Source: an optimization exercise on an open RTL-to-GDS flow (aim: small area). Production flows keep margins and buffers that such runs may drop.
Function was checked by simulation only, so behaviour that the tests miss may differ from the original.
No activity file was given, so power comes from the tool's default toggle rates.

## flow/config.mk

```make
export PLATFORM = sky130hd
export DESIGN_NAME = pm_irblock
export DESIGN_NICKNAME = pm_irblock
export VERILOG_FILES = /design/flow/design.v
export SDC_FILE = /design/flow/constraint.sdc
export NUM_CORES = 4
export LEC_CHECK = 0
export CAP_MARGIN = 20
export CORE_MARGIN = 2
export CORE_UTILIZATION = 40
export SLEW_MARGIN = 20
```

## flow/constraint.sdc

```tcl
create_clock -name core_clock -period 10.0 [get_ports {clk}]
set_input_delay 2.0000 -clock core_clock [delete_from_list [all_inputs] [get_ports {clk}]]
set_output_delay 2.0000 -clock core_clock [all_outputs]
set_load 0.01 [all_outputs]
```

## flow/run.sh

```bash
#!/bin/bash
# synth_recipe.tcl (not shown) runs the flow's synth.tcl, then flattens the netlist and writes it again
# the make line also repeats each setting of config.mk as NAME=value (left out here)
make -C /OpenROAD-flow-scripts/flow DESIGN_CONFIG=/design/flow/config.mk WORK_HOME=/design/flow/orfs CLKGATE_MAP_FILE= SYNTH_SCRIPT=/design/flow/synth_recipe.tcl finish
```

## flow/design.v

```verilog
module pm_irblock (
    input  wire        clk,
    input  wire        rst,           
    input  wire        op_valid,
    input  wire [63:0] op_word,
    output reg         ev_frame,
    output wire [7:0]  frame_addr,
    output wire [7:0]  frame_cmd,
    output wire [7:0]  frame_flags,
    output reg         ev_adc_soc,
    output reg         ev_read,
    output reg  [31:0] read_data,
    output wire        sensor_pwr,
    output wire        cha_active,
    output wire        chb_active,
    output wire        adc_enable,
    output wire        rx_ready,
    output wire        twk_ready
);
    localparam [2:0] S0 = 3'd0, S1 = 3'd1, S2 = 3'd2, S3 = 3'd3, S4 = 3'd4,
                     S2R = 3'd6, S3F = 3'd7;
    reg [2:0]  ist;
    reg [4:0]  bc;           
    reg [31:0] data;
    reg [31:0] last_ts;
    reg [31:0] rx_data;
    reg        rx_flag;
    reg        rx_pending;
    reg [1:0]  mode_cur;
    reg [1:0]  mode_prev;
    reg [15:0] tcnt;
    reg [15:0] ocra;
    reg [15:0] ocrb;
    reg        cha_en;
    reg        chb_en;       
    reg        twk_adv;
    reg [7:0]  bright0;
    reg [7:0]  bright1;
    reg [7:0]  saved0;
    reg [7:0]  saved1;
    reg [4:0]  sq;
    reg [2:0]  err_cause;    
    reg [7:0]  err_opc;
    reg [3:0]  ra;           
    wire [7:0] opc = op_word[63:56];
    wire z_55_33 = ~|op_word[55:33];
    wire z_32_9  = ~|op_word[32:9];
    wire z_8     = ~op_word[8];
    wire z_7_2   = ~|op_word[7:2];
    wire z_1_0   = ~|op_word[1:0];
    wire o_ir  = (opc == 8'h01);
    wire o_tt  = (opc == 8'h02);
    wire o_se  = (opc == 8'h03);
    wire o_ovf = (opc == 8'h04);
    wire o_mw  = (opc == 8'h05);
    wire o_rc  = (opc == 8'h06);
    wire o_fc  = (opc == 8'h07);
    wire o_bw  = (opc == 8'h08);
    wire o_rr  = (opc == 8'h09);
    wire bad_opc = (opc > 8'h09);
    wire res_ok  = z_55_33 & (o_ir | (z_32_9 & (o_bw | (z_8 & (o_rr |
                   (z_7_2 & (o_mw | o_fc | z_1_0)))))));
    wire bad_mode = o_mw & (op_word[1:0] == 2'd3);
    wire bad_br   = o_bw & (op_word[7:0] > 8'd250);
    wire bad_ra   = o_rr & ((op_word[1:0] != 2'd0) | (op_word[7:0] > 8'h38));
    reg [2:0] cause;
    always @(*) begin
        if (bad_opc)      cause = 3'd1;
        else if (!res_ok) cause = 3'd2;
        else if (bad_mode) cause = 3'd6;
        else if (bad_br)  cause = 3'd4;
        else if (bad_ra)  cause = 3'd3;
        else              cause = 3'd0;
    end
    wire illegal = (cause != 3'd0);
    wire legal   = op_valid & ~illegal;
    wire        lvl = op_word[32];
    wire [31:0] dt  = op_word[31:0] - last_ts;
    wire win_hm = (dt >= 32'd6750) && (dt <= 32'd11250);
    wire win_hs = (dt >= 32'd3375) && (dt <= 32'd5625);
    wire win_rs = (dt >= 32'd1687) && (dt <= 32'd2812);
    wire win_u  = (dt >= 32'd280)  && (dt <= 32'd840);
    wire win_ds = (dt >= 32'd280)  && (dt <= 32'd2520);
    wire is_one = (dt > 32'd1120);
    wire resync_f = ~lvl & (dt > 32'd18000);
    wire mark_ok  = lvl & win_u;
    wire space_ok = ~lvl & win_ds;
    reg [2:0] ist_n;
    reg       adv_bit;     
    reg       acc_frame;
    reg       acc_rep;
    always @(*) begin
        ist_n     = S0;
        adv_bit   = 1'b0;
        acc_frame = 1'b0;
        acc_rep   = 1'b0;
        if (!resync_f) begin
            case (ist)
                S0:  ist_n = (lvl & win_hm) ? S1 : S0;
                S1:  ist_n = (~lvl & win_hs) ? S2 : (~lvl & win_rs) ? S2R : S0;
                S2:  ist_n = mark_ok ? S4 : S0;
                S2R: acc_rep = mark_ok;
                S3:  ist_n = mark_ok ? S4 : S0;
                S3F: acc_frame = mark_ok;
                S4:  begin
                         adv_bit = space_ok;
                         ist_n = space_ok ? ((&bc) ? S3F : S3) : S0;
                     end
                default: ist_n = S0;
            endcase
        end
    end
    wire [31:0] bsel = 32'd1 << bc;
    wire [15:0] tcnt_inc = tcnt + 16'd1;
    wire match_a = cha_en & (tcnt_inc[6:0] == ocra[6:0]);
    wire match_b = chb_en & (tcnt_inc[5:0] == ocrb[5:0]);
    wire [16:0] sum_a = {tcnt, 1'b1} + {16'd100, o_tt};
    wire [16:0] sum_b = {tcnt, 1'b1} + {16'd40,  o_tt};
    wire p_tw = (mode_prev == 2'd1);
    wire c_tw = (mode_cur  == 2'd1);
    wire p_mu = (mode_prev == 2'd2);
    wire c_mu = (mode_cur  == 2'd2);
    wire rc_disarm_a  = p_tw & ~c_tw;
    wire rc_arm_a     = c_tw & ~p_tw & ~cha_en;
    wire rc_exit_mus  = p_mu & ~c_mu & chb_en;
    wire rc_enter_mus = c_mu & ~p_mu & ~chb_en;
    wire sq_armed = (sq < 5'd25);
    always @(posedge clk) begin
        ra <= op_word[5:2];
        if (rst) begin
            ist        <= S0;
            bc         <= 5'd0;
            data       <= 32'd0;
            last_ts    <= 32'd0;
            rx_data    <= 32'd0;
            rx_flag    <= 1'b0;
            rx_pending <= 1'b0;
            mode_cur   <= 2'd3;
            mode_prev  <= 2'd3;
            tcnt       <= 16'd0;
            ocra       <= 16'd0;
            ocrb       <= 16'd0;
            cha_en     <= 1'b0;
            chb_en     <= 1'b0;
            twk_adv    <= 1'b0;
            bright0    <= 8'd20;
            bright1    <= 8'd10;
            saved0     <= 8'd0;
            saved1     <= 8'd0;
            sq         <= 5'd31;
            err_cause  <= 3'd0;
            err_opc    <= 8'd0;
            ev_frame   <= 1'b0;
            ev_adc_soc <= 1'b0;
            ev_read    <= 1'b0;
        end else begin
            ev_frame   <= legal & o_ir & (acc_frame | acc_rep);
            ev_adc_soc <= legal & o_tt & match_b;
            ev_read    <= legal & o_rr;
            if (op_valid && illegal && err_cause == 3'd0) begin
                err_cause <= cause;
                err_opc   <= opc;
            end
            if (legal && o_ir) begin
                last_ts <= op_word[31:0];
                ist     <= ist_n;
                if (ist_n == S0) begin
                    bc   <= 5'd0;
                    data <= 32'd0;
                end else if (adv_bit) begin
                    bc <= bc + 5'd1;
                    if (is_one)
                        data <= data | bsel;
                end
                if (acc_frame) begin
                    rx_data    <= data;
                    rx_flag    <= 1'b0;
                    rx_pending <= 1'b1;
                end
                if (acc_rep) begin
                    rx_flag    <= 1'b1;
                    rx_pending <= 1'b1;
                end
            end
            if (legal && o_tt) begin
                tcnt <= tcnt_inc;
                if (match_a) begin
                    twk_adv <= 1'b1;
                    ocra    <= sum_a[16:1];
                end
                if (match_b)
                    ocrb <= sum_b[16:1];
            end
            if (legal && o_se)
                sq <= 5'd0;
            if (legal && o_ovf && sq_armed)
                sq <= sq + 5'd1;
            if (legal && o_mw) begin
                mode_prev <= mode_cur;
                mode_cur  <= op_word[1:0];
            end
            if (legal && o_rc) begin
                if (rc_disarm_a)
                    cha_en <= 1'b0;
                if (rc_arm_a) begin
                    ocra   <= sum_a[16:1];
                    cha_en <= 1'b1;
                end
                if (rc_exit_mus) begin
                    bright0 <= saved0;
                    bright1 <= saved1;
                    chb_en  <= 1'b0;
                end
                if (rc_enter_mus) begin
                    saved0 <= bright0;
                    saved1 <= bright1;
                    ocrb   <= sum_b[16:1];
                    chb_en <= 1'b1;
                end
            end
            if (legal && o_fc) begin
                if (op_word[0]) rx_pending <= 1'b0;
                if (op_word[1]) twk_adv    <= 1'b0;
            end
            if (legal && o_bw) begin
                if (op_word[8]) bright1 <= op_word[7:0];
                else            bright0 <= op_word[7:0];
            end
        end
    end
    wire [2:0] dstate_r = {ist[2] & ~ist[1], ist[1], ist[0]};
    wire       wflag_r  = (ist == S2R);
    wire       bc32     = (ist == S3F);
    wire       sens_init = (sq == 5'd31);
    always @(*) begin
        case (ra)
            4'h0: read_data = {8'd0, 7'd0, wflag_r, 2'd0, bc32, bc, 5'd0, dstate_r};
            4'h1: read_data = data;
            4'h2: read_data = bc32 ? 32'd0 : bsel;
            4'h3: read_data = last_ts;
            4'h4: read_data = rx_data;
            4'h5: read_data = {16'd0, 7'd0, rx_flag, 7'd0, rx_pending};
            4'h6: read_data = {26'd0, mode_prev, 2'd0, mode_cur};
            4'h7: read_data = {16'd0, tcnt};
            4'h8: read_data = {16'd0, ocra};
            4'h9: read_data = {16'd0, ocrb};
            4'hA: read_data = {23'd0, twk_adv, 5'd0, chb_en, chb_en, cha_en};
            4'hB: read_data = {saved1, saved0, bright1, bright0};
            4'hC: read_data = {14'd0, sq_armed, ~sens_init, 11'd0, sens_init ? 5'd0 : sq};
            4'hD: read_data = {16'd0, err_opc, 1'b0, err_cause, 3'd0, err_cause != 3'd0};
            4'hE: read_data = 32'h00002001;
            default: read_data = 32'd0;
        endcase
    end
    assign frame_addr  = rx_data[7:0];
    assign frame_cmd   = rx_data[23:16];
    assign frame_flags = {7'd0, rx_flag};
    assign sensor_pwr = ~sens_init;
    assign cha_active = cha_en;
    assign chb_active = chb_en;
    assign adc_enable = chb_en;
    assign rx_ready   = rx_pending;
    assign twk_ready  = twk_adv;
endmodule
```

==> results of run 1 <==
[cells in the final DEF (no fill, tap or decap), drive strengths merged, types with 6 or more instances in the layout]
cell / n
dfxtp: 216
nor2: 209
nand2: 182
clkdlybuf4s50: 123
a21oi: 106
inv: 95
mux2i: 95
o21ai: 50
a22oi: 48
nand3: 46
xnor2: 45
ha: 43
nor3: 42
clkbuf: 39
xor2: 36
o22ai: 35
nand4: 33
o211ai: 30
nor4: 30
a211oi: 29
a31oi: 19
buf: 19
o21a: 17
a221oi: 17
and3: 16
or3: 16
nand2b: 14
a22o: 12
a21o: 11
nor2b: 8
or2: 8
a222oi: 7
conb: 7
o2111ai: 6
[state kept, by name, summed over array words and instances, names as in the netlist, 3 cells and up]
signal / cells
data: 32
last_ts: 32
rx_data: 32
ocra: 16
ocrb: 16
tcnt: 16
bright0: 8
bright1: 8
err_opc: 8
saved0: 8
saved1: 8
bc: 5
sq: 5
ra: 4
err_cause: 3
ist: 3
[tightest hold or removal path: stages (launching register included)]
cell	delay [ns]
dfxtp_1	0.33
nand2_1	0.06
a21oi_1	0.05
[cell type report]
type                    instances  area share (%)
multi-input cells            1317            53.2
clock buffers                  39            5.20
flip-flops and latches        216            27.1
clock inverters                 4           0.149
inverters                      95            2.23
well taps                     455            3.56
repair buffers                142            8.62
[worst max-delay path by stage]
stage	from	end	depth (start not counted)
2_1_floorplan	op_word[0]	rx_data[10]	15
3_3_place_gp	op_word[0]	rx_data[21]	17
3_5_place_dp	op_word[0]	data[4]	14
4_1_cts	op_word[0]	data[4]	14
5_1_grt	op_word[0]	data[4]	14
6_report	op_word[0]	data[4]	14
[metrics by stage]
| step | power (uW) | setup WS (ns) |
|---|---|---|
| 6_report | 2060 | 3.48 |
| 5_1_grt | 2120 | 3.10 |
| 4_1_cts | 2060 | 3.52 |
| 3_5_place_dp | 1120 | 3.02 |
| 3_3_place_gp | 1120 | 3.15 |
| 2_1_floorplan | 1030 | 4.48 |
[cells by family (layout without fill, tap and decap cells)]
group / after synthesis / in the layout / share of synthesized area [%]
AOI/OAI and AO/OA: 455 / 455 / 22.9
and+or+nand+nor: 633 / 633 / 21.8
DFF: 216 / 216 / 31.3
muxes: 97 / 97 / 7.04
adders and majority gates: 44 / 44 / 4.04
buffers and inverters: 237 / 280 / 7.68
xor gates and xnor gates: 81 / 81 / 5.19
other: 1 / 7 / 0.0271
[power by group]
group | internal (uW) | total [uW] | switching (uW)
clock | 566 | 950 | 384
sequential | 864 | 872 | 7.84
combinational | 86.1 | 236 | 149
[layer usage]
metal	share of wire (%)	up-vias	global-route usage, %
met5	0	-	0
met4	3.9	0	10.5
met2	46	548	47.5
met1	43	6483	38.4
met3	6.7	93	3.54
li1	-	6417	-
==> flow_summary_export.csv, run 1 <==
group,metric,value,unit
run_status,status,"timing/DRC/antenna clean",
worst_setup_path,number_of_cells_traversed_by_the_worst_register_to_register_path,14,
floorplanning,placement_rows,68,
cells_and_area,final_cells,2268,
yosys,seq_area_frac_synth,31.3,%
cells_and_area,num_antenna_cells,0,
timing,fin_tns_setup,0,ns
timing,period_share,65.2,%
placement,postPlaceCellArea,0.0151,sq mm
yosys,netlist_area_before_placement,0.0138,sq mm
yosys,post_synth_num_cell_types,92,
worst_setup_path,cp-end-kind,"register",
worst_setup_path,critical_path.max_fanout,16,
global_route,grt_pass1_vias,13000,
cells_and_area,utilization,46.6,%
power,leakage_power,0.00559,uW
run,drv.max_cap_violation_count,0,
cells_and_area,area.sequential,0.00432,sq mm
floorplanning,initial_utilization,40.3,%
floorplanning,num_io_pins,132,
power,power_per_cell_area,129,mW/mm^2
worst_setup_path,path_class,"input port to register",
yosys,synthArstFlopShare,0,%
global_route,overflow,0,
route,wire_per_inst,23.4,microns
route,route.detailed.vias_per_inst,5.97,
yosys,syn-mean-instance-area,7.84,sq um
worst_setup_path,crit_path_top_delay_cell,"clkdlybuf4s50_1",
cts,number_of_buffers_inserted_during_clock_tree_synthesis,26,
timing,finClkSkew,0.0188,ns
route,num_vias,13500,
floorplanning,die_width,190,microns
cts,cts.clk_slew.worst_paths,0.06,ns
timing,timing.slew.headroom,29.6,%
placement,io_buffer_count,124,
worst_setup_path,timing.critical_path.cells,"clkdlybuf4s50_1 > inv_1 > ha_1 > nand2b_1 > a211oi_4 > o21ai_2 > o21bai_1 > xor2_1 > nand4_1 > a2111oi_2 > nand2_1 > nor4_4 > nand3b_1 > o22ai_1",
hold_path,timing.hold.worst.start,"last_ts[17]",
floorplanning,die-height,190,microns
yosys,netlist.area_leader.share,31.3,%
global_route,grt_usage,28.7,%
timing,fin_hold_ws,0.482,ns
cts,cts_hold_repair.buffers,0,
yosys,synth-seq-cells,216,
route,drt_first_pass_iters,6,
cts,clkLatencyLatePin,0.54,ns
placement,gpl.final_weighted_congestion,0.948,
floorplanning,die_area,0.0361,sq mm
cts,cts.sinks,216,
hold_path,min_path_type,"register to register",
yosys,synth.top_cells.by_area,"dfxtp_1, mux2i_1, nor2_1, nand2_1, ha_1",
cells_and_area,drive_gt1_share,5.46,%
cells_and_area,fillCellCount,3344,
placement,dpl.hpwl,40300,microns
yosys,synth_largest_area_cell,"dfxtp_1",
power,vdd.ir_drop.worst,118,uV
timing,timing.final.setup_violations,0,
worst_setup_path,r2r-start,"last_ts[6]",
global_route,grt_first_pass_wirelength,80100,microns
worst_setup_path,critical_path_arrival,6.95,ns
yosys,yosysWarnings,1,
route,route.final.wire_length,53000,microns
worst_setup_path,worst_path_largest_cell_delay,0.66,ns
timing,hold_violations,0,
global_route,antenna_found_initial,0,
yosys,yosys.cell_count.top_type,"dfxtp_1",
yosys,number_of_enable_type_register_cells_in_the_synthesized_netlist,0,
cells_and_area,areaGrowthSynthToFinish,15.6,%
cells_and_area,area_occupied_by_multi_input_gates,0.00850,sq mm
timing,fmaxAchievable,153,MHz
cts,cts_root_buf,"clkbuf_16",
worst_setup_path,required,10.43,ns
cts,cts-resized-gates,0,
worst_setup_path,timing.critical_path.buf_inv,2,
yosys,synth_ff_type,"dfxtp_1",
hold_path,min_delay_worst_endpoint,"last_ts[17]",
timing,grt_setup_unrepaired,"false",
cts,cts_tree,"built",
global_route,largest_net_degree_at_the_start_of_global_routing,100,
cts,htree_num_levels,1,
worst_setup_path,setup.reg_to_reg.worst_slack,5.05,ns
route,detail-route-antenna-nets,0,
timing,layout_min_cycle_time,6.52,ns
floorplanning,floorplan.core_area,0.0343,sq mm
cts,post-cts-setup-buffer-count,0,
timing,worst-slew-pin-transition,1.05,ns
cts,clock_path_buffers,3,
placement,dp.cells,2225,
route,detailed_router_s_first_iteration_violation_count,1132,
worst_setup_path,setup.worst_path.start_class,"input port",
route,remaining_routing_drc_violations,0,
timing,slew_viol_final,0,
cells_and_area,design_area,0.0160,sq mm
yosys,commonest_cells_post_synth,"dfxtp_1, nor2_1, nand2_1",
worst_setup_path,crit-reg2reg-capture,"rx_data[15]",
cells_and_area,final_nets,1909,
yosys,netlist_instances,1764,
worst_setup_path,timing.critical_path.max_delay_family,"compound AO/OA/AOI/OAI gates",
hold_path,timing.hold.worst_path_depth,2,
==> inputs of run 2 (changes only) <==
--- a/flow/design.v
+++ b/flow/design.v
@@ -42,6 +42,78 @@
     reg [2:0]  err_cause;    
     reg [7:0]  err_opc;
     reg [3:0]  ra;           
+    function automatic ge15(input [14:0] x, input [14:0] k);
+        integer i;
+        reg r;
+        begin
+            r = 1'b1;
+            for (i = 0; i < 15; i = i + 1)
+                r = (x[i] & ~k[i]) | (~(x[i] ^ k[i]) & r);
+            ge15 = r;
+        end
+    endfunction
+    function automatic gt8(input [7:0] x, input [7:0] k);
+        integer i;
+        reg r;
+        begin
+            r = 1'b0;
+            for (i = 0; i < 8; i = i + 1)
+                r = (x[i] & ~k[i]) | (~(x[i] ^ k[i]) & r);
+            gt8 = r;
+        end
+    endfunction
+    function automatic [31:0] sub32(input [31:0] a, input [31:0] b);
+        integer i;
+        reg br;
+        reg [31:0] d;
+        begin
+            br = 1'b0;
+            for (i = 0; i < 32; i = i + 1) begin
+                d[i] = a[i] ^ b[i] ^ br;
+                br   = (~a[i] & b[i]) | (~(a[i] ^ b[i]) & br);
+            end
+            sub32 = d;
+        end
+    endfunction
+    function automatic [15:0] inc16(input [15:0] x);
+        integer i;
+        reg c;
+        reg [15:0] y;
+        begin
+            c = 1'b1;
+            for (i = 0; i < 16; i = i + 1) begin
+                y[i] = x[i] ^ c;
+                c    = x[i] & c;
+            end
+            inc16 = y;
+        end
+    endfunction
+    function automatic [4:0] inc5(input [4:0] x);
+        integer i;
+        reg c;
+        reg [4:0] y;
+        begin
+            c = 1'b1;
+            for (i = 0; i < 5; i = i + 1) begin
+                y[i] = x[i] ^ c;
+                c    = x[i] & c;
+            end
+            inc5 = y;
+        end
+    endfunction
+    function automatic [15:0] addk16(input [15:0] x, input [15:0] k, input ci);
+        integer i;
+        reg c;
+        reg [15:0] y;
+        begin
+            c = ci;
+            for (i = 0; i < 16; i = i + 1) begin
+                y[i] = x[i] ^ k[i] ^ c;
+                c    = (x[i] & k[i]) | ((x[i] ^ k[i]) & c);
+            end
+            addk16 = y;
+        end
+    endfunction
     wire [7:0] opc = op_word[63:56];
     wire z_55_33 = ~|op_word[55:33];
     wire z_32_9  = ~|op_word[32:9];
@@ -57,12 +129,12 @@
     wire o_fc  = (opc == 8'h07);
     wire o_bw  = (opc == 8'h08);
     wire o_rr  = (opc == 8'h09);
-    wire bad_opc = (opc > 8'h09);
+    wire bad_opc = gt8(opc, 8'h09);
     wire res_ok  = z_55_33 & (o_ir | (z_32_9 & (o_bw | (z_8 & (o_rr |
                    (z_7_2 & (o_mw | o_fc | z_1_0)))))));
     wire bad_mode = o_mw & (op_word[1:0] == 2'd3);
-    wire bad_br   = o_bw & (op_word[7:0] > 8'd250);
-    wire bad_ra   = o_rr & ((op_word[1:0] != 2'd0) | (op_word[7:0] > 8'h38));
+    wire bad_br   = o_bw & gt8(op_word[7:0], 8'd250);
+    wire bad_ra   = o_rr & ((op_word[1:0] != 2'd0) | gt8(op_word[7:0], 8'h38));
     reg [2:0] cause;
     always @(*) begin
         if (bad_opc)      cause = 3'd1;
@@ -75,14 +147,16 @@
     wire illegal = (cause != 3'd0);
     wire legal   = op_valid & ~illegal;
     wire        lvl = op_word[32];
-    wire [31:0] dt  = op_word[31:0] - last_ts;
-    wire win_hm = (dt >= 32'd6750) && (dt <= 32'd11250);
-    wire win_hs = (dt >= 32'd3375) && (dt <= 32'd5625);
-    wire win_rs = (dt >= 32'd1687) && (dt <= 32'd2812);
-    wire win_u  = (dt >= 32'd280)  && (dt <= 32'd840);
-    wire win_ds = (dt >= 32'd280)  && (dt <= 32'd2520);
-    wire is_one = (dt > 32'd1120);
-    wire resync_f = ~lvl & (dt > 32'd18000);
+    wire [31:0] dt  = sub32(op_word[31:0], last_ts);
+    wire [14:0] d15 = dt[14:0];
+    wire        dsm = ~|dt[31:15];      
+    wire win_hm = dsm & ge15(d15, 15'd6750) & ~ge15(d15, 15'd11251);
+    wire win_hs = dsm & ge15(d15, 15'd3375) & ~ge15(d15, 15'd5626);
+    wire win_rs = dsm & ge15(d15, 15'd1687) & ~ge15(d15, 15'd2813);
+    wire win_u  = dsm & ge15(d15, 15'd280)  & ~ge15(d15, 15'd841);
+    wire win_ds = dsm & ge15(d15, 15'd280)  & ~ge15(d15, 15'd2521);
+    wire is_one = ge15(d15, 15'd1121);      
+    wire resync_f = ~lvl & (~dsm | ge15(d15, 15'd18001));
     wire mark_ok  = lvl & win_u;
     wire space_ok = ~lvl & win_ds;
     reg [2:0] ist_n;
@@ -111,11 +185,11 @@
         end
     end
     wire [31:0] bsel = 32'd1 << bc;
-    wire [15:0] tcnt_inc = tcnt + 16'd1;
+    wire [15:0] tcnt_inc = inc16(tcnt);
     wire match_a = cha_en & (tcnt_inc[6:0] == ocra[6:0]);
     wire match_b = chb_en & (tcnt_inc[5:0] == ocrb[5:0]);
-    wire [16:0] sum_a = {tcnt, 1'b1} + {16'd100, o_tt};
-    wire [16:0] sum_b = {tcnt, 1'b1} + {16'd40,  o_tt};
+    wire [15:0] sum_a = addk16(tcnt, 16'd100, o_tt);
+    wire [15:0] sum_b = addk16(tcnt, 16'd40,  o_tt);
     wire p_tw = (mode_prev == 2'd1);
     wire c_tw = (mode_cur  == 2'd1);
     wire p_mu = (mode_prev == 2'd2);
@@ -124,7 +198,7 @@
     wire rc_arm_a     = c_tw & ~p_tw & ~cha_en;
     wire rc_exit_mus  = p_mu & ~c_mu & chb_en;
     wire rc_enter_mus = c_mu & ~p_mu & ~chb_en;
-    wire sq_armed = (sq < 5'd25);
+    wire sq_armed = ~(sq[4] & sq[3] & (sq[2] | sq[1] | sq[0]));   
     always @(posedge clk) begin
         ra <= op_word[5:2];
         if (rst) begin
@@ -168,7 +242,7 @@
                     bc   <= 5'd0;
                     data <= 32'd0;
                 end else if (adv_bit) begin
-                    bc <= bc + 5'd1;
+                    bc <= inc5(bc);
                     if (is_one)
                         data <= data | bsel;
                 end
@@ -186,15 +260,15 @@
                 tcnt <= tcnt_inc;
                 if (match_a) begin
                     twk_adv <= 1'b1;
-                    ocra    <= sum_a[16:1];
+                    ocra    <= sum_a;
                 end
                 if (match_b)
-                    ocrb <= sum_b[16:1];
+                    ocrb <= sum_b;
             end
             if (legal && o_se)
                 sq <= 5'd0;
             if (legal && o_ovf && sq_armed)
-                sq <= sq + 5'd1;
+                sq <= inc5(sq);
             if (legal && o_mw) begin
                 mode_prev <= mode_cur;
                 mode_cur  <= op_word[1:0];
@@ -203,7 +277,7 @@
                 if (rc_disarm_a)
                     cha_en <= 1'b0;
                 if (rc_arm_a) begin
-                    ocra   <= sum_a[16:1];
+                    ocra   <= sum_a;
                     cha_en <= 1'b1;
                 end
                 if (rc_exit_mus) begin
@@ -214,7 +288,7 @@
                 if (rc_enter_mus) begin
                     saved0 <= bright0;
                     saved1 <= bright1;
-                    ocrb   <= sum_b[16:1];
+                    ocrb   <= sum_b;
                     chb_en <= 1'b1;
                 end
             end
==> flow/flow/run.sh (new file) <==
#!/bin/bash
# Own layout flow: the standard synthesis, then an area re-mapping of
# the logic between the (unchanged) registers, then the standard
# layout with small port buffers and a clock tree of small buffers.
set -euo pipefail
W=$(pwd)
R=$W/orfs/results/$FLOW_PLATFORM/pm_irblock/base
LIB=$FLOW_HOME/platforms/$FLOW_PLATFORM/lib/sky130_fd_sc_hd__tt_025C_1v80.lib

bash standard.sh synth > $W/synth.log 2>&1

cp $R/1_2_yosys.v $W/standard_synth.v
LIB=$LIB IN=$W/standard_synth.v OUT=$W/remapped.v SCRIPT=$W/flow/remap.abc TOP=$FLOW_TOP \
  ${YOSYS_EXE:-yosys} -c $W/flow/remap.tcl > $W/remap.log 2>&1
cp $W/remapped.v $R/1_2_yosys.v
rm -f $R/1_synth.odb $R/1_synth.sdc

export BUFFER_PORTS_ARGS="-buffer_cell sky130_fd_sc_hd__buf_1"
export CTS_ARGS="-sink_clustering_enable -repair_clock_nets -dont_use_dummy_load -buf_list sky130_fd_sc_hd__clkbuf_4"
bash standard.sh > $W/layout.log 2>&1
==> flow/flow/remap.abc (new file) <==
strash
balance -l; resub -K 6 -l; rewrite -l; resub -K 6 -N 2 -l; refactor -l; resub -K 8 -l; balance -l; resub -K 8 -N 2 -l; rewrite -l; resub -K 10 -l; rewrite -z -l; resub -K 10 -N 2 -l; balance -l; resub -K 12 -l; refactor -z -l; resub -K 12 -N 2 -l; rewrite -z -l; balance -l
balance -l; resub -K 6 -l; rewrite -l; resub -K 6 -N 2 -l; refactor -l; resub -K 8 -l; balance -l; resub -K 8 -N 2 -l; rewrite -l; resub -K 10 -l; rewrite -z -l; resub -K 10 -N 2 -l; balance -l; resub -K 12 -l; refactor -z -l; resub -K 12 -N 2 -l; rewrite -z -l; balance -l
&get -n
&deepsyn -T 120
&put
balance -l; resub -K 6 -l; rewrite -l; resub -K 6 -N 2 -l; refactor -l; resub -K 8 -l; balance -l; resub -K 8 -N 2 -l; rewrite -l; resub -K 10 -l; rewrite -z -l; resub -K 10 -N 2 -l; balance -l; resub -K 12 -l; refactor -z -l; resub -K 12 -N 2 -l; rewrite -z -l; balance -l
dch -f
amap
==> flow/flow/remap.tcl (new file) <==
# Re-map the combinational logic of the standard synthesis netlist for
# area. The flip-flop instances (and the nets they drive) are kept as they
# are; only the logic between them is re-optimised with ABC.
# env: LIB (liberty), IN (netlist), OUT (netlist), SCRIPT (ABC script)
yosys -import
set lib $::env(LIB)
read_liberty -overwrite -ignore_miss_func -setattr liberty_cell $lib
foreach m {sky130_fd_sc_hd__dfxtp_1 sky130_fd_sc_hd__dfxtp_2 sky130_fd_sc_hd__dfxtp_4} {
  catch {setattr -mod -set keep_hierarchy 1 $m}
}
read_verilog -overwrite $::env(IN)
hierarchy -top $::env(TOP)
flatten
yosys rename -hide w:*.*
opt_clean -purge
opt -purge
abc -liberty $lib -script $::env(SCRIPT) -dont_use *probe* -dont_use *lpflow* -dont_use *clkbuf* -dont_use *clkdly* -dont_use *clkinv*
opt_clean -purge
hilomap -singleton -hicell sky130_fd_sc_hd__conb_1 HI -locell sky130_fd_sc_hd__conb_1 LO
splitnets
opt_clean -purge
insbuf -buf sky130_fd_sc_hd__buf_1 A X
select -module $::env(TOP)
tee -o $::env(OUT).stat stat -liberty $lib
select -clear
write_verilog -noattr -nohex -nodec -selected $::env(OUT)
==> flow/standard.sh (new file) <==
#!/bin/bash
# synth_recipe.tcl (not shown) runs the flow's synth.tcl, then flattens the netlist and writes it again
# the make line also repeats each setting of config.mk as NAME=value (left out here)
make -C /OpenROAD-flow-scripts/flow DESIGN_CONFIG=/design/flow/config.mk WORK_HOME=/design/flow/orfs CLKGATE_MAP_FILE= SYNTH_SCRIPT=/design/flow/synth_recipe.tcl "${@:-finish}"
removed: flow/run.sh
==> run 2 against run 1 <==
Net effect: the flow now stops in netlist read-in after synthesis (1_synth).
==> flow_summary_export.csv, run 2 <==
group,metric,value,unit
run_status,failing_step,"netlist read-in after synthesis (1_synth)",
run_status,stop_error,"[ERROR STA-0171] /design/flow/orfs/results/sky130hd/pm_irblock/base/1_2_yosys.v line 9176, syntax error",
run_status,status,"did not finish",
yosys,yosysWarnings,1,
==> inputs of run 3 (changes only) <==
--- a/flow/flow/remap.tcl
+++ b/flow/flow/remap.tcl
@@ -20,7 +20,6 @@
 splitnets
 opt_clean -purge
 insbuf -buf sky130_fd_sc_hd__buf_1 A X
-select -module $::env(TOP)
-tee -o $::env(OUT).stat stat -liberty $lib
-select -clear
+tee -o $::env(OUT).stat stat -liberty $lib $::env(TOP)
+select $::env(TOP)
 write_verilog -noattr -nohex -nodec -selected $::env(OUT)
==> run 3 against run 2 <==
Net effect: the run now finishes clean.
==> flow_summary_export.csv, run 3 <==
group,metric,value,unit
floorplanning,num_io_pins,132,
cells_and_area,areaGrowthSynthToFinish,13.4,%
cells_and_area,layout_common_cells,"inv_1, dfxtp_1, o22ai_1",
route,route.final.wire_length,41800,microns
cts,cts_tree,"built",
timing,timing.final.setup_violations,0,
timing,grt_setup_unrepaired,"false",
cells_and_area,design_area,0.0119,sq mm
yosys,yosysWarnings,1,
timing,slew_viol_final,0,
placement,dpl.hpwl,31600,microns
power,part_of_the_power_in_combinational_logic,6.8,%
worst_setup_path,crit-reg2reg-capture,"rx_data[6]",
cells_and_area,utilization,45.9,%
global_route,antenna_found_initial,3,
cts,cts_hold_repair.buffers,0,
cells_and_area,top_regs,"data: 32 flops, last_ts: 32 flops, rx_data: 32 flops",
placement,io_buffer_count,124,
yosys,syn-mean-instance-area,7.45,sq um
global_route,grt.met2_usage,41.1,%
hold_path,min_path_type,"register to register",
cells_and_area,drive_gt1_share,4.85,%
timing,fmaxAchievable,130,MHz
power,switching_power,425,uW
route,remaining_routing_drc_violations,0,
route,num_vias,11700,
cts,number_of_buffers_inserted_during_clock_tree_synthesis,60,
timing,fin_tns_setup,0,ns
cells_and_area,fillCellCount,2710,
worst_setup_path,path_class,"input port to register",
placement,gpl.final_weighted_congestion,1.00,
worst_setup_path,setup.worst_path.start_class,"input port",
cells_and_area,layout.cells.most_common,"inv_1",
global_route,groute.layer.met1.usage,40.5,%
floorplanning,die_area,0.0275,sq mm
cts,htree_num_levels,2,
cts,clock_path_buffers,3,
global_route,overflow,0,
worst_setup_path,critPathMostFrequentCell,"nand2_1",
worst_setup_path,cp-end-kind,"register",
route,detail-route-antenna-nets,0,
timing,hold_violations,0,
worst_setup_path,crit_path_top_delay_cell,"nor3_1",
power,share_seq_of_total_power,54.7,%
worst_setup_path,worst_path_largest_cell_delay,0.56,ns
route,detailed_router_s_first_iteration_violation_count,1371,
worst_setup_path,crit_path_start,"op_word[1]",
floorplanning,die-height,166,microns
worst_setup_path,critical_path_arrival,8.23,ns
cts,cts.clk_slew.worst_paths,0.06,ns
yosys,netlist_instances,1404,
global_route,largest_net_degree_at_the_start_of_global_routing,38,
worst_setup_path,r2r-start,"last_ts[1]",
global_route,grt_pass1_vias,10900,
power,vdd.ir_drop.worst,68.2,uV
global_route,grt.met3_usage,10.8,%
cells_and_area,final_nets,1655,
power,switching_share,26.8,%
power,leakage_power,0.00409,uW
run_status,status,"timing/DRC/antenna clean",
power,share_clk_of_total_power,38.5,%
global_route,grt_usage,29.4,%
cts,post-cts-setup-buffer-count,0,
power,power_per_cell_area,134,mW/mm^2
global_route,grt_first_pass_wirelength,63000,microns
worst_setup_path,required,10.55,ns
worst_setup_path,critical_path.max_fanout,33,
run,drv.max_cap_violation_count,0,
floorplanning,initial_utilization,40.5,%
cts,cts_root_buf,"clkbuf_4",
power,p_int,1160,uW
floorplanning,floorplan.core_area,0.0258,sq mm
floorplanning,placement_rows,59,
route,wire_per_inst,21.7,microns
worst_setup_path,crit_path_end,"rx_data[6]",
yosys,netlist_area_before_placement,0.0105,sq mm
route,route.detailed.vias_per_inst,6.06,
cts,cts-resized-gates,0,
worst_setup_path,number_of_cells_traversed_by_the_worst_register_to_register_path,36,
worst_setup_path,setup.reg_to_reg.worst_slack,3.56,ns
timing,period_share,76.8,%
cts,clkLatencyLatePin,0.76,ns
global_route,global_route.peak_usage_layer,"met2",
timing,worst-slew-pin-transition,1.27,ns
floorplanning,die_width,166,microns
timing,layout_min_cycle_time,7.68,ns
timing,timing.slew.headroom,14.9,%
timing,finClkSkew,0.0875,ns
cts,cts.sinks,216,
route,drt_first_pass_iters,9,
placement,postPlaceCellArea,0.0114,sq mm
-- run 3: final cells by class --
type,instances,area (sq um),share of cell area (%)
Multi-Input combinational cell,890,5020,42.3
Sequential cell,216,4320,36.5
Inverter,280,1050,8.86
Timing Repair Buffer,140,593,5.00
Clock buffer,60,450,3.80
Tap cell,335,419,3.53
Antenna cell,2,5.00,0.0422
-- run 3: through the flow --
step,std cells,power (uW),hold slack (ns),setup slack [ns]
2_1_floorplan,1410,944,0.425,2.80
3_3_place_gp,1860,990,0.455,2.12
3_5_place_dp,1861,990,0.454,1.82
4_1_cts,1921,1590,0.453,2.50
5_1_grt,1923,1650,0.473,1.56
6_report,1923,1590,0.465,2.32
-- run 3: power by group through the flow --
stage	Combinational, uW	Sequential, uW	Clock, uW
floorplan	58.8	886	0
global route	117	868	664
finish	108	868	611
CTS	104	868	619
detailed placement	104	886	0
global placement	104	886	0
-- run 3: worst min path at each step --
stage	cells after the start	to	slack, ns	startpoint
floorplan	2	ocrb[10]	0.43	ocrb[10]
global placement	2	ocrb[11]	0.45	ocrb[11]
detailed placement	2	ocrb[11]	0.45	ocrb[11]
CTS	2	bright1[3]	0.45	saved1[3]
global route	2	bright1[3]	0.47	saved1[3]
finish	2	bright1[3]	0.46	saved1[3]
-- run 3: metal layers --
layer  vias to the layer above  part of all wire (%)
li1                       5417                     -
met1                      5371                    42
met2                       745                    40
met3                       125                    14
met4                         0                   4.3
met5                         -                     0
-- run 3: critical path: cells and delay by family --
| kind | cells | cell delay, ns |
|---|---|---|
| AOI/OAI and AO/OA | 14 | 1.90 |
| buffers and inverters | 5 | 1.07 |
| and+or+nand+nor | 18 | 3.23 |
==> inputs of run 4 (changes only) <==
--- a/flow/design.v
+++ b/flow/design.v
@@ -156,7 +156,6 @@
     wire win_u  = dsm & ge15(d15, 15'd280)  & ~ge15(d15, 15'd841);
     wire win_ds = dsm & ge15(d15, 15'd280)  & ~ge15(d15, 15'd2521);
     wire is_one = ge15(d15, 15'd1121);      
-    wire resync_f = ~lvl & (~dsm | ge15(d15, 15'd18001));
     wire mark_ok  = lvl & win_u;
     wire space_ok = ~lvl & win_ds;
     reg [2:0] ist_n;
@@ -168,7 +167,7 @@
         adv_bit   = 1'b0;
         acc_frame = 1'b0;
         acc_rep   = 1'b0;
-        if (!resync_f) begin
+        begin
             case (ist)
                 S0:  ist_n = (lvl & win_hm) ? S1 : S0;
                 S1:  ist_n = (~lvl & win_hs) ? S2 : (~lvl & win_rs) ? S2R : S0;
@@ -188,8 +187,9 @@
     wire [15:0] tcnt_inc = inc16(tcnt);
     wire match_a = cha_en & (tcnt_inc[6:0] == ocra[6:0]);
     wire match_b = chb_en & (tcnt_inc[5:0] == ocrb[5:0]);
-    wire [15:0] sum_a = addk16(tcnt, 16'd100, o_tt);
-    wire [15:0] sum_b = addk16(tcnt, 16'd40,  o_tt);
+    wire [15:0] tbase = o_tt ? tcnt_inc : tcnt;
+    wire [15:0] sum_a = addk16(tbase, 16'd100, 1'b0);
+    wire [15:0] sum_b = addk16(tbase, 16'd40, 1'b0);
     wire p_tw = (mode_prev == 2'd1);
     wire c_tw = (mode_cur  == 2'd1);
     wire p_mu = (mode_prev == 2'd2);
==> flow/flow/run.sh (replaced) <==
#!/bin/bash
# Own layout flow: the standard synthesis, then an area re-mapping of
# the logic between the (unchanged) registers, then the standard
# layout with small port buffers and a clock tree of small buffers.
set -euo pipefail
W=$(pwd)
R=$W/orfs/results/$FLOW_PLATFORM/pm_irblock/base
LIB=$FLOW_HOME/platforms/$FLOW_PLATFORM/lib/sky130_fd_sc_hd__tt_025C_1v80.lib
YOSYS=${YOSYS_EXE:-yosys}

bash standard.sh synth > $W/synth.log 2>&1
cp $R/1_2_yosys.v $W/standard_synth.v

# Re-map with four ABC scripts in parallel; keep the smallest netlist.
for i in 0 1 2 3; do
  ( LIB=$LIB IN=$W/standard_synth.v OUT=$W/remap$i.v SCRIPT=$W/flow/remap$i.abc TOP=$FLOW_TOP \
      timeout 900 $YOSYS -c $W/flow/remap.tcl > $W/remap$i.log 2>&1 || true ) &
done
wait
best=""; best_area=""
for i in 0 1 2 3; do
  if [[ -s $W/remap$i.v && -s $W/remap$i.v.stat ]]; then
    a=$(awk '/Chip area/ {print $NF}' $W/remap$i.v.stat)
    echo "remap$i area $a" >> $W/remap_choice.log
    if [[ -z "$best" ]] || awk -v a="$a" -v b="$best_area" 'BEGIN{exit !(a<b)}'; then
      best=$i; best_area=$a
    fi
  fi
done
if [[ -n "$best" ]]; then
  echo "chosen remap$best ($best_area)" >> $W/remap_choice.log
  cp $W/remap$best.v $R/1_2_yosys.v
  rm -f $R/1_synth.odb $R/1_synth.sdc
else
  echo "no remap; standard netlist kept" >> $W/remap_choice.log
fi

export BUFFER_PORTS_ARGS="-buffer_cell sky130_fd_sc_hd__buf_1"
export CTS_ARGS="-sink_clustering_enable -repair_clock_nets -dont_use_dummy_load -buf_list sky130_fd_sc_hd__clkbuf_4 -sink_clustering_size 8 -sink_clustering_max_diameter 60"
bash standard.sh > $W/layout.log 2>&1
==> flow/flow/remap0.abc (new file) <==
strash
balance -l; resub -K 6 -l; rewrite -l; resub -K 6 -N 2 -l; refactor -l; resub -K 8 -l; balance -l; resub -K 8 -N 2 -l; rewrite -l; resub -K 10 -l; rewrite -z -l; resub -K 10 -N 2 -l; balance -l; resub -K 12 -l; refactor -z -l; resub -K 12 -N 2 -l; rewrite -z -l; balance -l
balance -l; resub -K 6 -l; rewrite -l; resub -K 6 -N 2 -l; refactor -l; resub -K 8 -l; balance -l; resub -K 8 -N 2 -l; rewrite -l; resub -K 10 -l; rewrite -z -l; resub -K 10 -N 2 -l; balance -l; resub -K 12 -l; refactor -z -l; resub -K 12 -N 2 -l; rewrite -z -l; balance -l
&get -n
&deepsyn -T 100 -S 0
&put
balance -l; resub -K 6 -l; rewrite -l; resub -K 6 -N 2 -l; refactor -l; resub -K 8 -l; balance -l; resub -K 8 -N 2 -l; rewrite -l; resub -K 10 -l; rewrite -z -l; resub -K 10 -N 2 -l; balance -l; resub -K 12 -l; refactor -z -l; resub -K 12 -N 2 -l; rewrite -z -l; balance -l
&get -n
&st
&dch -f
&nf -a -R 1000
&put
==> flow/flow/remap1.abc (new file) <==
strash
balance -l; resub -K 6 -l; rewrite -l; resub -K 6 -N 2 -l; refactor -l; resub -K 8 -l; balance -l; resub -K 8 -N 2 -l; rewrite -l; resub -K 10 -l; rewrite -z -l; resub -K 10 -N 2 -l; balance -l; resub -K 12 -l; refactor -z -l; resub -K 12 -N 2 -l; rewrite -z -l; balance -l
balance -l; resub -K 6 -l; rewrite -l; resub -K 6 -N 2 -l; refactor -l; resub -K 8 -l; balance -l; resub -K 8 -N 2 -l; rewrite -l; resub -K 10 -l; rewrite -z -l; resub -K 10 -N 2 -l; balance -l; resub -K 12 -l; refactor -z -l; resub -K 12 -N 2 -l; rewrite -z -l; balance -l
&get -n
&deepsyn -T 100 -S 1
&put
balance -l; resub -K 6 -l; rewrite -l; resub -K 6 -N 2 -l; refactor -l; resub -K 8 -l; balance -l; resub -K 8 -N 2 -l; rewrite -l; resub -K 10 -l; rewrite -z -l; resub -K 10 -N 2 -l; balance -l; resub -K 12 -l; refactor -z -l; resub -K 12 -N 2 -l; rewrite -z -l; balance -l
&get -n
&st
&dch -f
&nf -a -R 1000
&put
==> flow/flow/remap2.abc (new file) <==
strash
balance -l; resub -K 6 -l; rewrite -l; resub -K 6 -N 2 -l; refactor -l; resub -K 8 -l; balance -l; resub -K 8 -N 2 -l; rewrite -l; resub -K 10 -l; rewrite -z -l; resub -K 10 -N 2 -l; balance -l; resub -K 12 -l; refactor -z -l; resub -K 12 -N 2 -l; rewrite -z -l; balance -l
balance -l; resub -K 6 -l; rewrite -l; resub -K 6 -N 2 -l; refactor -l; resub -K 8 -l; balance -l; resub -K 8 -N 2 -l; rewrite -l; resub -K 10 -l; rewrite -z -l; resub -K 10 -N 2 -l; balance -l; resub -K 12 -l; refactor -z -l; resub -K 12 -N 2 -l; rewrite -z -l; balance -l
&get -n
&deepsyn -T 100 -S 2
&put
balance -l; resub -K 6 -l; rewrite -l; resub -K 6 -N 2 -l; refactor -l; resub -K 8 -l; balance -l; resub -K 8 -N 2 -l; rewrite -l; resub -K 10 -l; rewrite -z -l; resub -K 10 -N 2 -l; balance -l; resub -K 12 -l; refactor -z -l; resub -K 12 -N 2 -l; rewrite -z -l; balance -l
&get -n
&st
&dch -f
&nf -a -R 1000
&put
==> flow/flow/remap3.abc (new file) <==
strash
balance -l; resub -K 6 -l; rewrite -l; resub -K 6 -N 2 -l; refactor -l; resub -K 8 -l; balance -l; resub -K 8 -N 2 -l; rewrite -l; resub -K 10 -l; rewrite -z -l; resub -K 10 -N 2 -l; balance -l; resub -K 12 -l; refactor -z -l; resub -K 12 -N 2 -l; rewrite -z -l; balance -l
balance -l; resub -K 6 -l; rewrite -l; resub -K 6 -N 2 -l; refactor -l; resub -K 8 -l; balance -l; resub -K 8 -N 2 -l; rewrite -l; resub -K 10 -l; rewrite -z -l; resub -K 10 -N 2 -l; balance -l; resub -K 12 -l; refactor -z -l; resub -K 12 -N 2 -l; rewrite -z -l; balance -l
&get -n
&deepsyn -T 100 -S 3
&put
balance -l; resub -K 6 -l; rewrite -l; resub -K 6 -N 2 -l; refactor -l; resub -K 8 -l; balance -l; resub -K 8 -N 2 -l; rewrite -l; resub -K 10 -l; rewrite -z -l; resub -K 10 -N 2 -l; balance -l; resub -K 12 -l; refactor -z -l; resub -K 12 -N 2 -l; rewrite -z -l; balance -l
dch -f
amap
--- a/flow/config.mk
+++ b/flow/config.mk
@@ -7,5 +7,5 @@
 export LEC_CHECK = 0
 export CAP_MARGIN = 20
 export CORE_MARGIN = 2
-export CORE_UTILIZATION = 40
+export CORE_UTILIZATION = 60
 export SLEW_MARGIN = 20
removed: flow/flow/remap.abc
==> run 4 against run 3 <==
Net effect: first-iteration DRC count grew 6.2%; total power shrank 11%; die area shrank 33%; worst hold slack lost 0.0014 ns; clock power shrank 28%; combinational power is essentially flat; highest routed layer unchanged.
==> flow_summary_export.csv, run 4 <==
group,metric,value,unit
placement,dp.cells,1555,
run_status,status,"timing/DRC/antenna clean",
yosys,netlist_instances,1208,
cts,htree_num_levels,1,
worst_setup_path,worst_path_largest_cell_delay,0.42,ns
worst_setup_path,number_of_cells_traversed_by_the_worst_register_to_register_path,30,
cells_and_area,final_nets,1430,
global_route,grt_usage,38.4,%
cts,clock_path_buffers,3,
yosys,yosysWarnings,1,
route,drt_first_pass_iters,10,
cts,cts.clk_slew.worst_paths,0.10,ns
floorplanning,initial_utilization,60.6,%
route,detail-route-antenna-nets,0,
floorplanning,die-height,135,microns
placement,postPlaceCellArea,0.0112,sq mm
cts,cts_hold_repair.buffers,0,
floorplanning,num_io_pins,132,
run,drv.max_cap_violation_count,0,
placement,dpl.hpwl,26200,microns
timing,timing.final.setup_violations,0,
cts,cts-resized-gates,0,
global_route,largest_net_degree_at_the_start_of_global_routing,41,
route,remaining_routing_drc_violations,0,
cts,cts_tree,"built",
cells_and_area,layout.cells.most_common,"dfxtp_1",
timing,layout_min_cycle_time,7.29,ns
worst_setup_path,setup.worst_path.start_class,"input port",
cells_and_area,drive_gt1_share,4.19,%
route,wire_per_inst,22.6,microns
timing,hold_violations,0,
yosys,netlist_area_before_placement,0.0104,sq mm
worst_setup_path,path_class,"input port to register",
yosys,syn-mean-instance-area,8.58,sq um
timing,worst-slew-pin-transition,1.06,ns
hold_path,timing.hold.worst.start,"saved0[0]",
timing,period_share,72.9,%
timing,grt_setup_unrepaired,"false",
worst_setup_path,required,10.59,ns
cells_and_area,final_cells,1588,
floorplanning,placement_rows,48,
cts,cts_root_buf,"clkbuf_4",
route,num_vias,10600,
cts,number_of_buffers_inserted_during_clock_tree_synthesis,31,
worst_setup_path,crit_path_start,"op_word[1]",
global_route,grt_first_pass_wirelength,54600,microns
route,route.detailed.vias_per_inst,6.66,
route,wirelength_met1,14500,microns
global_route,antenna_found_initial,2,
global_route,overflow,0,
hold_path,timing.hold.worst_path_depth,2,
cells_and_area,areaGrowthSynthToFinish,10.4,%
worst_setup_path,critPathMostFrequentCell,"a21oi_1",
floorplanning,die_width,135,microns
worst_setup_path,r2r-start,"last_ts[1]",
worst_setup_path,critical_path.max_fanout,33,
placement,gpl.final_weighted_congestion,0.957,
worst_setup_path,critical_path_arrival,7.87,ns
power,leakage_power,0.00399,uW
cts,post-cts-setup-buffer-count,0,
hold_path,min_path_type,"register to register",
global_route,grt_pass1_vias,9642,
power,power_per_cell_area,123,mW/mm^2
worst_setup_path,crit_path_top_delay_cell,"maj3_1",
route,route.final.wire_length,36000,microns
power,vdd.ir_drop.worst,98.4,uV
route,met3WireLength,4070,microns
cells_and_area,layout_common_cells,"dfxtp_1, nand2_1, buf_1",
route,routed.top_layer,"met4",
timing,timing.slew.headroom,28.9,%
timing,fin_hold_ws,0.464,ns
cts,cts.sinks,216,
worst_setup_path,cp-end-kind,"register",
route,detailroute.wirelength.met2,16300,microns
cells_and_area,utilization,66.8,%
floorplanning,floorplan.core_area,0.0171,sq mm
floorplanning,die_area,0.0183,sq mm
cells_and_area,top_regs,"data: 32 flops, last_ts: 32 flops, rx_data: 32 flops",
cells_and_area,design_area,0.0114,sq mm
route,detailed_router_s_first_iteration_violation_count,1456,
timing,slew_viol_final,0,
cts,clkLatencyLatePin,0.72,ns
timing,fin_tns_setup,0,ns
timing,fmaxAchievable,137,MHz
timing,finClkSkew,0.0756,ns
placement,io_buffer_count,124,
## run 4: layout make-up
cell class / instances / area (sq um)
clock buffers: 31 / 233
multi-input cells: 951 / 5920
well taps: 225 / 282
diodes: 2 / 5.00
fillers: 1524 / 5680
flip-flops and latches: 216 / 4320
inverters: 23 / 86.3
repair buffers: 140 / 587
## run 4: power breakdown
| part | internal (uW) | switching, uW |
|---|---|---|
| logic | 30.9 | 74.6 |
| registers | 863 | 3.89 |
| clock network | 141 | 296 |
| total | 1040 | 374 |
## run 4: stage by stage
step	total power [uW]	setup WS (ns)
floorplan	939	1.88
CTS	1400	2.80
global route	1450	2.09
detailed placement	989	2.09
global placement	988	2.36
finish	1410	2.71
## run 4: worst paths after layout
kind	slack, ns	end
worst min-delay path	0.46	bright0[0]
worst max register to register	3.97	rx_data[4]
worst min register to register	0.46	bright0[0]
worst max-delay path	2.71	rx_data[4]
## run 4: worst max-delay path, delay by kind of cell
kind	cells	cell delay, ns
AND/OR/NAND/NOR	15	2.24
adder cells (fa/ha/maj)	3	1.24
AO/OA/AOI/OAI	9	1.19
buffers and inverters	2	0.66
XOR/XNOR	2	0.51
## run 4: routing by layer
layer  up-vias  track usage, %
met5         -               0
met4         0            12.7
met3        90            7.30
met2       659            61.6
met1      4957            52.3
li1       4874               -
==> inputs of run 5 (changes only) <==
--- a/flow/design.v
+++ b/flow/design.v
@@ -120,15 +120,15 @@
     wire z_8     = ~op_word[8];
     wire z_7_2   = ~|op_word[7:2];
     wire z_1_0   = ~|op_word[1:0];
-    wire o_ir  = (opc == 8'h01);
-    wire o_tt  = (opc == 8'h02);
-    wire o_se  = (opc == 8'h03);
-    wire o_ovf = (opc == 8'h04);
-    wire o_mw  = (opc == 8'h05);
-    wire o_rc  = (opc == 8'h06);
-    wire o_fc  = (opc == 8'h07);
-    wire o_bw  = (opc == 8'h08);
-    wire o_rr  = (opc == 8'h09);
+    wire o_ir  = (opc[3:0] == 4'h1);    
+    wire o_tt  = (opc[3:0] == 4'h2);    
+    wire o_se  = (opc[3:0] == 4'h3);    
+    wire o_ovf = (opc[3:0] == 4'h4);    
+    wire o_mw  = (opc[3:0] == 4'h5);    
+    wire o_rc  = (opc[3:0] == 4'h6);    
+    wire o_fc  = (opc[3:0] == 4'h7);    
+    wire o_bw  = (opc[3:0] == 4'h8);    
+    wire o_rr  = (opc[3:0] == 4'h9);    
     wire bad_opc = gt8(opc, 8'h09);
     wire res_ok  = z_55_33 & (o_ir | (z_32_9 & (o_bw | (z_8 & (o_rr |
                    (z_7_2 & (o_mw | o_fc | z_1_0)))))));
--- a/flow/flow/run.sh
+++ b/flow/flow/run.sh
@@ -11,14 +11,16 @@
 bash standard.sh synth > $W/synth.log 2>&1
 cp $R/1_2_yosys.v $W/standard_synth.v
 
-# Re-map with four ABC scripts in parallel; keep the smallest netlist.
-for i in 0 1 2 3; do
-  ( LIB=$LIB IN=$W/standard_synth.v OUT=$W/remap$i.v SCRIPT=$W/flow/remap$i.abc TOP=$FLOW_TOP \
-      timeout 900 $YOSYS -c $W/flow/remap.tcl > $W/remap$i.log 2>&1 || true ) &
+# Re-map with eight ABC scripts (four at a time); keep the smallest netlist.
+for batch in "0 1 2 3" "4 5 6 7"; do
+  for i in $batch; do
+    ( LIB=$LIB IN=$W/standard_synth.v OUT=$W/remap$i.v SCRIPT=$W/flow/remap$i.abc TOP=$FLOW_TOP \
+        timeout 900 $YOSYS -c $W/flow/remap.tcl > $W/remap$i.log 2>&1 || true ) &
+  done
+  wait
 done
-wait
 best=""; best_area=""
-for i in 0 1 2 3; do
+for i in 0 1 2 3 4 5 6 7; do
   if [[ -s $W/remap$i.v && -s $W/remap$i.v.stat ]]; then
     a=$(awk '/Chip area/ {print $NF}' $W/remap$i.v.stat)
     echo "remap$i area $a" >> $W/remap_choice.log
==> flow/flow/remap4.abc (new file) <==
strash
balance -l; resub -K 6 -l; rewrite -l; resub -K 6 -N 2 -l; refactor -l; resub -K 8 -l; balance -l; resub -K 8 -N 2 -l; rewrite -l; resub -K 10 -l; rewrite -z -l; resub -K 10 -N 2 -l; balance -l; resub -K 12 -l; refactor -z -l; resub -K 12 -N 2 -l; rewrite -z -l; balance -l
balance -l; resub -K 6 -l; rewrite -l; resub -K 6 -N 2 -l; refactor -l; resub -K 8 -l; balance -l; resub -K 8 -N 2 -l; rewrite -l; resub -K 10 -l; rewrite -z -l; resub -K 10 -N 2 -l; balance -l; resub -K 12 -l; refactor -z -l; resub -K 12 -N 2 -l; rewrite -z -l; balance -l
&get -n
&deepsyn -T 100 -S 4
&put
balance -l; resub -K 6 -l; rewrite -l; resub -K 6 -N 2 -l; refactor -l; resub -K 8 -l; balance -l; resub -K 8 -N 2 -l; rewrite -l; resub -K 10 -l; rewrite -z -l; resub -K 10 -N 2 -l; balance -l; resub -K 12 -l; refactor -z -l; resub -K 12 -N 2 -l; rewrite -z -l; balance -l
&get -n
&st
&dch -f
&nf -a -R 1000
&put
==> flow/flow/remap5.abc (new file) <==
strash
balance -l; resub -K 6 -l; rewrite -l; resub -K 6 -N 2 -l; refactor -l; resub -K 8 -l; balance -l; resub -K 8 -N 2 -l; rewrite -l; resub -K 10 -l; rewrite -z -l; resub -K 10 -N 2 -l; balance -l; resub -K 12 -l; refactor -z -l; resub -K 12 -N 2 -l; rewrite -z -l; balance -l
balance -l; resub -K 6 -l; rewrite -l; resub -K 6 -N 2 -l; refactor -l; resub -K 8 -l; balance -l; resub -K 8 -N 2 -l; rewrite -l; resub -K 10 -l; rewrite -z -l; resub -K 10 -N 2 -l; balance -l; resub -K 12 -l; refactor -z -l; resub -K 12 -N 2 -l; rewrite -z -l; balance -l
&get -n
&deepsyn -T 100 -S 5
&put
balance -l; resub -K 6 -l; rewrite -l; resub -K 6 -N 2 -l; refactor -l; resub -K 8 -l; balance -l; resub -K 8 -N 2 -l; rewrite -l; resub -K 10 -l; rewrite -z -l; resub -K 10 -N 2 -l; balance -l; resub -K 12 -l; refactor -z -l; resub -K 12 -N 2 -l; rewrite -z -l; balance -l
&get -n
&st
&dch -f
&nf -a -R 1000
&put
==> flow/flow/remap6.abc (new file) <==
strash
balance -l; resub -K 6 -l; rewrite -l; resub -K 6 -N 2 -l; refactor -l; resub -K 8 -l; balance -l; resub -K 8 -N 2 -l; rewrite -l; resub -K 10 -l; rewrite -z -l; resub -K 10 -N 2 -l; balance -l; resub -K 12 -l; refactor -z -l; resub -K 12 -N 2 -l; rewrite -z -l; balance -l
balance -l; resub -K 6 -l; rewrite -l; resub -K 6 -N 2 -l; refactor -l; resub -K 8 -l; balance -l; resub -K 8 -N 2 -l; rewrite -l; resub -K 10 -l; rewrite -z -l; resub -K 10 -N 2 -l; balance -l; resub -K 12 -l; refactor -z -l; resub -K 12 -N 2 -l; rewrite -z -l; balance -l
&get -n
&deepsyn -T 100 -S 6
&put
balance -l; resub -K 6 -l; rewrite -l; resub -K 6 -N 2 -l; refactor -l; resub -K 8 -l; balance -l; resub -K 8 -N 2 -l; rewrite -l; resub -K 10 -l; rewrite -z -l; resub -K 10 -N 2 -l; balance -l; resub -K 12 -l; refactor -z -l; resub -K 12 -N 2 -l; rewrite -z -l; balance -l
&get -n
&st
&dch -f
&nf -a -R 1000
&put
==> flow/flow/remap7.abc (new file) <==
strash
balance -l; resub -K 6 -l; rewrite -l; resub -K 6 -N 2 -l; refactor -l; resub -K 8 -l; balance -l; resub -K 8 -N 2 -l; rewrite -l; resub -K 10 -l; rewrite -z -l; resub -K 10 -N 2 -l; balance -l; resub -K 12 -l; refactor -z -l; resub -K 12 -N 2 -l; rewrite -z -l; balance -l
balance -l; resub -K 6 -l; rewrite -l; resub -K 6 -N 2 -l; refactor -l; resub -K 8 -l; balance -l; resub -K 8 -N 2 -l; rewrite -l; resub -K 10 -l; rewrite -z -l; resub -K 10 -N 2 -l; balance -l; resub -K 12 -l; refactor -z -l; resub -K 12 -N 2 -l; rewrite -z -l; balance -l
&get -n
&deepsyn -T 100 -S 7
&put
balance -l; resub -K 6 -l; rewrite -l; resub -K 6 -N 2 -l; refactor -l; resub -K 8 -l; balance -l; resub -K 8 -N 2 -l; rewrite -l; resub -K 10 -l; rewrite -z -l; resub -K 10 -N 2 -l; balance -l; resub -K 12 -l; refactor -z -l; resub -K 12 -N 2 -l; rewrite -z -l; balance -l
dch -f
amap
==> run 5 against run 4 <==
Net effect: total power increased by 0.67%; via count is 1.2% higher; still clean; register-to-register slack got worse by 0.68 ns; sequential cell count unchanged; largest power group unchanged; maximum frequency shrank 9.3%.
==> flow_summary_export.csv, run 5 <==
group,metric,value,unit
run_status,status,"timing/DRC/antenna clean",
cells_and_area,drive_gt1_share,4.96,%
timing,period_share,80.4,%
worst_setup_path,setup.reg_to_reg.worst_slack,3.29,ns
placement,preCtsSetupSlack,1.35,ns
cells_and_area,layout.cells.most_common,"dfxtp_1",
power,part_of_the_power_in_combinational_logic,8.2,%
yosys,netlist_area_before_placement,0.0104,sq mm
worst_setup_path,path_class,"input port to register",
yosys,yosysWarnings,1,
global_route,grt.met2_usage,61.1,%
worst_setup_path,critical_path.max_fanout,12,
worst_setup_path,setup.worst_path.start_class,"input port",
floorplanning,die-height,135,microns
global_route,global_route.peak_usage_layer,"met2",
power,share_seq_of_total_power,61.2,%
route,wire_per_inst,22.7,microns
route,detail-route-antenna-nets,0,
route,route.detailed.vias_per_inst,6.71,
cells_and_area,final_nets,1439,
timing,worst-slew-pin-transition,1.20,ns
cells_and_area,utilization,67.5,%
power,switching_share,26.6,%
power,switching_power,378,uW
route,detailed_router_s_first_iteration_violation_count,1535,
timing,layout_min_cycle_time,8.04,ns
cells_and_area,top_regs,"data: 32 flops, last_ts: 32 flops, rx_data: 32 flops",
global_route,groute.layer.met1.usage,51.0,%
global_route,grt_pass1_vias,9657,
worst_setup_path,r2r-start,"last_ts[1]",
global_route,grt_first_pass_wirelength,54100,microns
cts,cts_root_buf,"clkbuf_4",
worst_setup_path,number_of_cells_traversed_by_the_worst_register_to_register_path,31,
timing,timing.final.setup_violations,0,
timing,fmaxAchievable,124,MHz
hold_path,min_path_type,"register to register",
cells_and_area,design_area,0.0115,sq mm
cts,cts_hold_repair.buffers,0,
run,drv.max_cap_violation_count,0,
global_route,largest_net_degree_at_the_start_of_global_routing,48,
worst_setup_path,critical_path_arrival,8.67,ns
cts,htree_num_levels,1,
worst_setup_path,crit-reg2reg-capture,"data[11]",
route,route.final.wire_length,36300,microns
worst_setup_path,crit_path_top_delay_cell,"nor3_1",
timing,post-route-worst-setup-slack,1.96,ns
cts,cts.sinks,216,
timing,fin_hold_ws,0.440,ns
worst_setup_path,required,10.63,ns
cells_and_area,layout_common_cells,"dfxtp_1, nand2_1, buf_1",
worst_setup_path,cp-end-kind,"register",
timing,slew_viol_final,0,
global_route,grt.met3_usage,7.15,%
route,num_vias,10700,
route,drt_first_pass_iters,10,
yosys,netlist_instances,1212,
global_route,antenna_found_initial,1,
hold_path,timing.hold.worst.start,"ocrb[6]",
floorplanning,die_area,0.0183,sq mm
power,p_int,1040,uW
power,vdd.ir_drop.worst,105,uV
cts,clock_path_buffers,3,
route,remaining_routing_drc_violations,0,
timing,fin_tns_setup,0,ns
cells_and_area,areaGrowthSynthToFinish,11.2,%
power,share_clk_of_total_power,30.6,%
power,power_per_cell_area,123,mW/mm^2
timing,grt_setup_unrepaired,"false",
timing,hold_violations,0,
worst_setup_path,crit_path_end,"data[11]",
cts,number_of_buffers_inserted_during_clock_tree_synthesis,31,
placement,io_buffer_count,124,
worst_setup_path,worst_path_largest_cell_delay,0.63,ns
placement,postPlaceCellArea,0.0113,sq mm
timing,timing.slew.headroom,19.6,%
global_route,grt_usage,38.2,%
yosys,syn-mean-instance-area,8.54,sq um
cts,cts-resized-gates,0,
floorplanning,floorplan.core_area,0.0171,sq mm
cts,clkLatencyLatePin,0.71,ns
placement,gpl.final_weighted_congestion,1.01,
cells_and_area,fillCellCount,1522,
cts,cts.clk_slew.worst_paths,0.09,ns
floorplanning,initial_utilization,60.7,%
placement,dpl.hpwl,26500,microns
cts,cts_tree,"built",
global_route,overflow,0,
cts,post-cts-setup-buffer-count,0,
worst_setup_path,crit_path_start,"op_word[0]",
floorplanning,placement_rows,48,
power,leakage_power,0.00417,uW
floorplanning,num_io_pins,132,
floorplanning,die_width,135,microns
timing,finClkSkew,0.101,ns
## run 5: layout make-up
| class | instances | area (sq um) | area share (%) |
|---|---|---|---|
| Multi-Input combinational cell | 925 | 5840 | 50.8 |
| Clock buffer | 31 | 233 | 2.02 |
| Tap cell | 225 | 282 | 2.45 |
| Timing Repair Buffer | 145 | 624 | 5.43 |
| Sequential cell | 216 | 4320 | 37.6 |
| Inverter | 53 | 199 | 1.73 |
| Antenna cell | 1 | 2.50 | 0.0217 |
## run 5: how the worst min path moves through the flow
stage / to / slack, ns / depth (start not counted)
global placement: ocrb[6] / 0.43 / 2
global route: ocrb[6] / 0.46 / 2
finish: ocrb[6] / 0.44 / 2
floorplan: ocrb[6] / 0.42 / 2
CTS: ocrb[6] / 0.44 / 2
detailed placement: ocrb[6] / 0.43 / 2
## run 5: critical path: cells and delay by family
family,cells,cell delay (ns)
simple gates,15,2.95
compound gates,11,2.01
fa+ha+maj,3,1.18
buf+inv,2,0.33
xor+xnor,1,0.17
## run 5: power groups by stage
stage          logic [uW]  registers (uW)  clock network (uW)
2_1_floorplan        61.0             886                   0
3_3_place_gp          113             888                   0
3_5_place_dp          113             888                   0
4_1_cts               113             868                 438
5_1_grt               124             869                 470
6_report              117             868                 434
## run 5: layer usage
metal / wire (microns) / part of all wire [%]
met1: 14500 / 40
met2: 16400 / 45
met3: 3840 / 11
met4: 1490 / 4.1
met5: 0 / 0
## run 5: stage by stage
stage / power [uW] / std cells
CTS: 1420 / 1595
global route: 1460 / 1596
finish: 1420 / 1596
floorplan: 947 / 1218
detailed placement: 1000 / 1564
global placement: 1000 / 1564

## what the ideal ports hide
The flow's constraints put no driver on any port. The routed layouts listed below were extracted and timed again, unchanged, in two steps.
Step 1 (the two cells are an assumption about what drives the block):
set clk [get_ports {clk}]
set_driving_cell -lib_cell sky130_fd_sc_hd__clkbuf_16 $clk
set_driving_cell -lib_cell sky130_fd_sc_hd__buf_2 [delete_from_list [all_inputs] $clk]
Step 2 adds t to the input delays and takes it off the output delays; t is the mean of the earliest and latest rising clock arrival at the registers after step 1. Input paths then give back, and output paths get back, about the clock's delay inside the block.
Three values: ideal ports, drivers, drivers and shift; two values: the first two.
| run | t (ns) | slack for setup (ns) | worst setup path after step 2 | latest minus earliest clock arrival (ns) | worst data-port slew with drivers (ns) |
|---|---|---|---|---|---|
| run 1 | 0.581 | 3.478 / 3.504 / 2.924 | input to register | 0.019 / 0.019 | 0.04 |
| run 3 | 0.752 | 2.320 / 2.343 / 1.590 | input to register | 0.102 / 0.103 | 0.04 |
| run 4 | 0.727 | 2.712 / 2.731 / 2.004 | input to register | 0.076 / 0.076 | 0.07 |
| run 5 | 0.703 | 1.960 / 1.978 / 1.276 | input to register | 0.103 / 0.103 | 0.04 |
After both steps every run listed still meets setup and hold. The setup slack of run 3, which loses most, moves by +0.023 ns with the drivers and by -0.730 ns with both steps.
